Background: an optimization exercise with open tools, aiming at small area and a short achievable clock period. Do not read the settings as production practice.
Where RTL was checked, it was by simulation tests only, not by an equivalence proof against the original.
Power figures rest on the tool's default switching activity, not on a simulated workload.

harbor:
## wfd
module wfd (
    input  wire        clk,
    input  wire        rst,
    input  wire        start,
    input  wire        s_end,
    input  wire        s_valid,
    input  wire [15:0] s_data,
    input  wire [15:0] cfg_vhigh,
    input  wire [15:0] cfg_vlow,
    input  wire        cfg_reverse,
    input  wire        cfg_invert,
    input  wire        cfg_verbose,
    output wire        s_ready,
    output wire        done,
    output wire        err,
    output wire [1:0]  err_code,
    output wire [2:0]  phase,
    output wire        b_valid,
    output wire [7:0]  b_data,
    output wire        sym_valid,
    output wire        sym,
    output wire [15:0] pre_start,
    output wire [15:0] pre_size,
    output wire [15:0] pre_end,
    output wire [15:0] short_dur,
    output wire [15:0] long_dur,
    output wire [15:0] byte_count,
    output wire        diag_sat,
    output wire        start_seen,
    output wire [2:0]  bitcnt,
    output wire [15:0] run
);
For scale: ~180 flip-flops, about 190 I/O pins, ~0.011 mm^2 of cells after synthesis.
Settings: LEC_CHECK=0, ABC_AREA=1, CAP_MARGIN=20, CORE_MARGIN=2, CORE_UTILIZATION=55, CTS_BUF_LIST=sky130_fd_sc_hd__clkbuf_4 sky130_fd_sc_hd__clkbuf_8, PLACE_DENSITY=0.75, SLEW_MARGIN=20, BUFFER_PORTS_ARGS=-buffer_cell sky130_fd_sc_hd__buf_2; clock period 12.0 ns.
standard.sh (not shown) runs the stock make flow with config.mk's settings and CLKGATE_MAP_FILE= SYNTH_SCRIPT=/design/flow/synth_recipe.tcl, a recipe that flattens the netlist after the stock synthesis.
==> flow/flow/run.sh <==
#!/bin/bash
# Standard layout (the standard.sh) with these changes to how it is made:
# - plain buf_2 cells on the input and output ports, instead of the default
#   delay buffers;
# - no mapping of adders to full/half-adder cells before ABC (ADDER_MAP_FILE
#   empty), so ABC maps all of the logic;
# - timing repair that aims for more setup slack than the clock period needs
#   (flow/margin.txt, ns), so that the layout reaches a shorter period.
set -o pipefail
MARGIN=$(cat flow/margin.txt 2>/dev/null || echo 8)
EXTRA=$(cat flow/extra.txt 2>/dev/null || true)
echo 'export BUFFER_PORTS_ARGS = -buffer_cell sky130_fd_sc_hd__buf_2' >> config.mk
bash standard.sh ADDER_MAP_FILE= SETUP_SLACK_MARGIN=$MARGIN $EXTRA finish > standard.log 2>&1
==> flow/flow/margin.txt <==
7.7
> inputs changed (harbor -> garnet)
-- flow/design.v --
<<< harbor, line 50
    reg [15:0] bcnt_q;
    reg        dsat_q;
    reg        bv_q, sv_q, sy_q;
    reg [7:0]  bd_q;
    wire [15:0] sx = {~s_data[15], s_data[14:0]};
>>> garnet, line 50
    reg [15:0] bcnt_q;
    reg        dsat_q;
    reg        bv_q, sv_q;
    reg [7:0]  bd_q;
    wire [15:0] sx = {~s_data[15], s_data[14:0]};
<<< harbor, line 80
    reg [14:0] q3_n;
    reg [1:0]  r3_n;
    reg        ss_n, dsat_n, bv_n, sv_n, sy_n;
    reg [7:0]  acc_n_q, bd_n;
    reg [2:0]  bc_n;
>>> garnet, line 80
    reg [14:0] q3_n;
    reg [1:0]  r3_n;
    reg        ss_n, dsat_n, bv_n, sv_n;
    reg [7:0]  acc_n_q, bd_n;
    reg [2:0]  bc_n;
<<< harbor, line 90
        run_n  = run_q;  bcnt_n = bcnt_q;
        ss_n   = ss_q;   dsat_n = dsat_q;
        acc_n_q = acc_q; bd_n = bd_q; bc_n = bc_q; sy_n = sy_q;
        bv_n   = 1'b0;   sv_n = 1'b0;
        do2    = 1'b0;
>>> garnet, line 90
        run_n  = run_q;  bcnt_n = bcnt_q;
        ss_n   = ss_q;   dsat_n = dsat_q;
        acc_n_q = acc_q; bd_n = bd_q; bc_n = bc_q;
        bv_n   = 1'b0;   sv_n = 1'b0;
        do2    = 1'b0;
<<< harbor, line 140
                    if (!run_max) run_n = run_q + 16'd1;
                end else if (run_nz) begin
                    sy_n = symbol;
                    sv_n = 1'b1;
                    run_n = 16'd0;
                    if (!ss_q) begin
                        ss_n = 1'b1;
                    end else begin
                        acc_n_q = acc_n;
                        if (bc_q == 3'd7) begin
                            bd_n = inv_q ? acc_r : acc_n;
>>> garnet, line 140
                    if (!run_max) run_n = run_q + 16'd1;
                end else if (run_nz) begin
                    sv_n = 1'b1;
                    run_n = 16'd0;
                    acc_n_q = acc_n;
                    if (!ss_q) begin
                        ss_n = 1'b1;
                    end else begin
                        if (bc_q == 3'd7) begin
                            bd_n = inv_q ? acc_r : acc_n;
<<< harbor, line 183
            run_q  <= 16'd0; bcnt_q <= 16'd0;
            ss_q   <= 1'b0; dsat_q <= 1'b0;
            acc_q  <= 8'd0; bd_q <= 8'd0; bc_q <= 3'd0; sy_q <= 1'b0;
            bv_q   <= 1'b0; sv_q <= 1'b0;
        end else begin
>>> garnet, line 182
            run_q  <= 16'd0; bcnt_q <= 16'd0;
            ss_q   <= 1'b0; dsat_q <= 1'b0;
            acc_q  <= 8'd0; bd_q <= 8'd0; bc_q <= 3'd0;
            bv_q   <= 1'b0; sv_q <= 1'b0;
        end else begin
<<< harbor, line 191
            run_q  <= run_n;  bcnt_q <= bcnt_n;
            ss_q   <= ss_n;   dsat_q <= dsat_n;
            acc_q  <= acc_n_q; bd_q <= bd_n; bc_q <= bc_n; sy_q <= sy_n;
            bv_q   <= bv_n;   sv_q <= sv_n;
        end
        if (rst) begin
            vhx_q <= 16'h8000; vlx_q <= 16'h8000;
            rev_q <= 1'b0; inv_q <= 1'b0;
        end else if (start) begin
            vhx_q <= {~cfg_vhigh[15], cfg_vhigh[14:0]};
            vlx_q <= {~cfg_vlow[15], cfg_vlow[14:0]};
>>> garnet, line 190
            run_q  <= run_n;  bcnt_q <= bcnt_n;
            ss_q   <= ss_n;   dsat_q <= dsat_n;
            acc_q  <= acc_n_q; bd_q <= bd_n; bc_q <= bc_n;
            bv_q   <= bv_n;   sv_q <= sv_n;
        end
        if (start) begin
            vhx_q <= {~cfg_vhigh[15], cfg_vhigh[14:0]};
            vlx_q <= {~cfg_vlow[15], cfg_vlow[14:0]};
<<< harbor, line 211
    assign b_data     = bd_q;
    assign sym_valid  = sv_q;
    assign sym        = sy_q;
    assign pre_start  = pst_q;
    assign pre_size   = psz_q;
>>> garnet, line 207
    assign b_data     = bd_q;
    assign sym_valid  = sv_q;
    assign sym        = acc_q[0];
    assign pre_start  = pst_q;
    assign pre_size   = psz_q;
## What came out
- For garnet and harbor, there was not a single run that failed to finish clean.
- Compared with harbor, met1 wire length in garnet decreased by a few percent.
- garnet against harbor; TritonCTS sink count is down slightly.
- On setup slack of the worst register-to-register path: garnet sits above harbor.
- Non-clock buffer count went up by a few percent going from harbor to garnet.
- In the route summary, garnet ends up with a via count below that of harbor.
- garnet vs harbor — total length of routed met3 wires rose 16%.
Only the layout flow was run in garnet; the RTL was not checked for function there.

========
## the baseline
wfd, a different RTL version from the one above (not shown whole).
Size in the first run: ~1600 cells after synthesis, roughly 190 I/O pins.
==> flow/config.mk <==
export PLATFORM = sky130hd
export DESIGN_NAME = wfd
export DESIGN_NICKNAME = wfd
export VERILOG_FILES = /design/flow/design.v
export SDC_FILE = /design/flow/constraint.sdc
export NUM_CORES = 4
export LEC_CHECK = 0
export ABC_AREA = 1
export CAP_MARGIN = 20
export CORE_MARGIN = 2
export CORE_UTILIZATION = 55
export SLEW_MARGIN = 20
export BUFFER_PORTS_ARGS = -buffer_cell sky130_fd_sc_hd__buf_2
==> flow/constraint.sdc <==
create_clock -name core_clock -period 12.0 [get_ports {clk}]
set_input_delay 2.4000 -clock core_clock [delete_from_list [all_inputs] [get_ports {clk}]]
set_output_delay 2.4000 -clock core_clock [all_outputs]
set_load 0.01 [all_outputs]
==> flow/flow/margin.txt <==
7.5
Scripts as last shown in full above: flow/flow/run.sh
The baseline finished all stages; the layout is clean.
## Diff of input files: the candidate against the baseline
-- flow/design.v --
<<< the baseline, line 98
    wire        run_nz  = |run_q;
    wire        bcnt_max = bcnt_c[16];
    wire [16:0] end_sum = add16(pst_q, psz_q, 1'b0);
    wire        cal_bad = (q11_q == 13'd0);           
    wire [16:0] run4lo  = add16({run_q[13:0], 2'b00}, run_q, 1'b0);   
    wire [2:0]  run5hi  = {1'b0, run_q[15:14]} + {2'b00, run4lo[16]};
    wire [16:0] run5r   = add16(run4lo[15:0], {14'd0, r3_q}, 1'b0);
    wire [16:0] diff    = add16(run5r[15:0], ~psz_q, 1'b1);            
    wire        is_short = ~(|run5hi) & ~run5r[16] & ~diff[16];
    wire        symbol = ~(is_short ^ rev_q);
    wire [7:0]  acc_n = {acc_q[6:0], symbol};
>>> the candidate, line 98
    wire        run_nz  = |run_q;
    wire        bcnt_max = bcnt_c[16];
    wire [16:0] end_sum = {1'b0, pst_q} + {1'b0, psz_q};
    wire        cal_bad = (q11_q == 13'd0);           
    wire [18:0] run5 = {1'b0, run_q, 2'b00} + {3'b000, run_q} + {17'd0, r3_q};
    wire        is_short = run5 < {3'b000, psz_q};
    wire        symbol = ~(is_short ^ rev_q);
    wire [7:0]  acc_n = {acc_q[6:0], symbol};
Results
Taking the baseline as the reference, in the candidate via count climbed 690; reported combinational group power dropped about 8%; fraction of met1 tracks used by global routing climbed 0.36 points; final area dropped about 2.2%; routed wire length on met2 climbed about 4%.
Comparing the candidate and the baseline, the lower smallest setup slack after layout is on the baseline.
Between the candidate and the baseline, wire length of the first global-routing pass is higher for the candidate, the baseline comes in under that.
The die footprint in the candidate was higher than what the baseline gave.
Of the two values seen for cell with the biggest individual delay on the critical path, sky130_fd_sc_hd__or2_2 was produced by the baseline and sky130_fd_sc_hd__o21ai_0 by the candidate.
The post-route minimum period of the candidate was superior to that of the baseline.
In the metrics for the candidate and the baseline, the one carrying the higher chip height is the candidate.
Of the candidate and the baseline, the baseline shows the lower non-filler instance count after layout, with the candidate above it.
No run of this note included a check of the RTL's function; only the layout flow was run.

## what the ideal ports hide
How much do the figures lean on ideal ports? The routed layouts below were timed once more, with nothing changed but the port constraints. Step 1 (the two cells are an assumption about what drives the block):
set clk [get_ports {clk}]
set_driving_cell -lib_cell sky130_fd_sc_hd__clkbuf_16 $clk
set_driving_cell -lib_cell sky130_fd_sc_hd__buf_2 [delete_from_list [all_inputs] $clk]
Step 2 times the ports against the registers' clock, not the clock port: input delays grow and output delays shrink by t, the midpoint of the rising clock arrivals with the driver on. a / b / c = no drivers / after step 1 / after step 2; a / b = the first two.
run	t (ns)	slack for setup (ns)	worst setup path at the end	worst register clock-pin slew, ns
harbor	0.512	7.886 / 7.908 / 7.396	input to register	0.11 / 0.11
garnet	0.513	7.823 / 7.847 / 7.334	input to register	0.10 / 0.10
the baseline	0.480	7.420 / 7.429 / 6.949	input to register	0.08 / 0.08
the candidate	0.487	7.585 / 7.601 / 7.114	input to register	0.07 / 0.07
After both steps setup and hold are still met in every run listed. For harbor, which loses most, drivers alone change the setup slack by +0.022 ns; drivers and shift together by -0.490 ns.
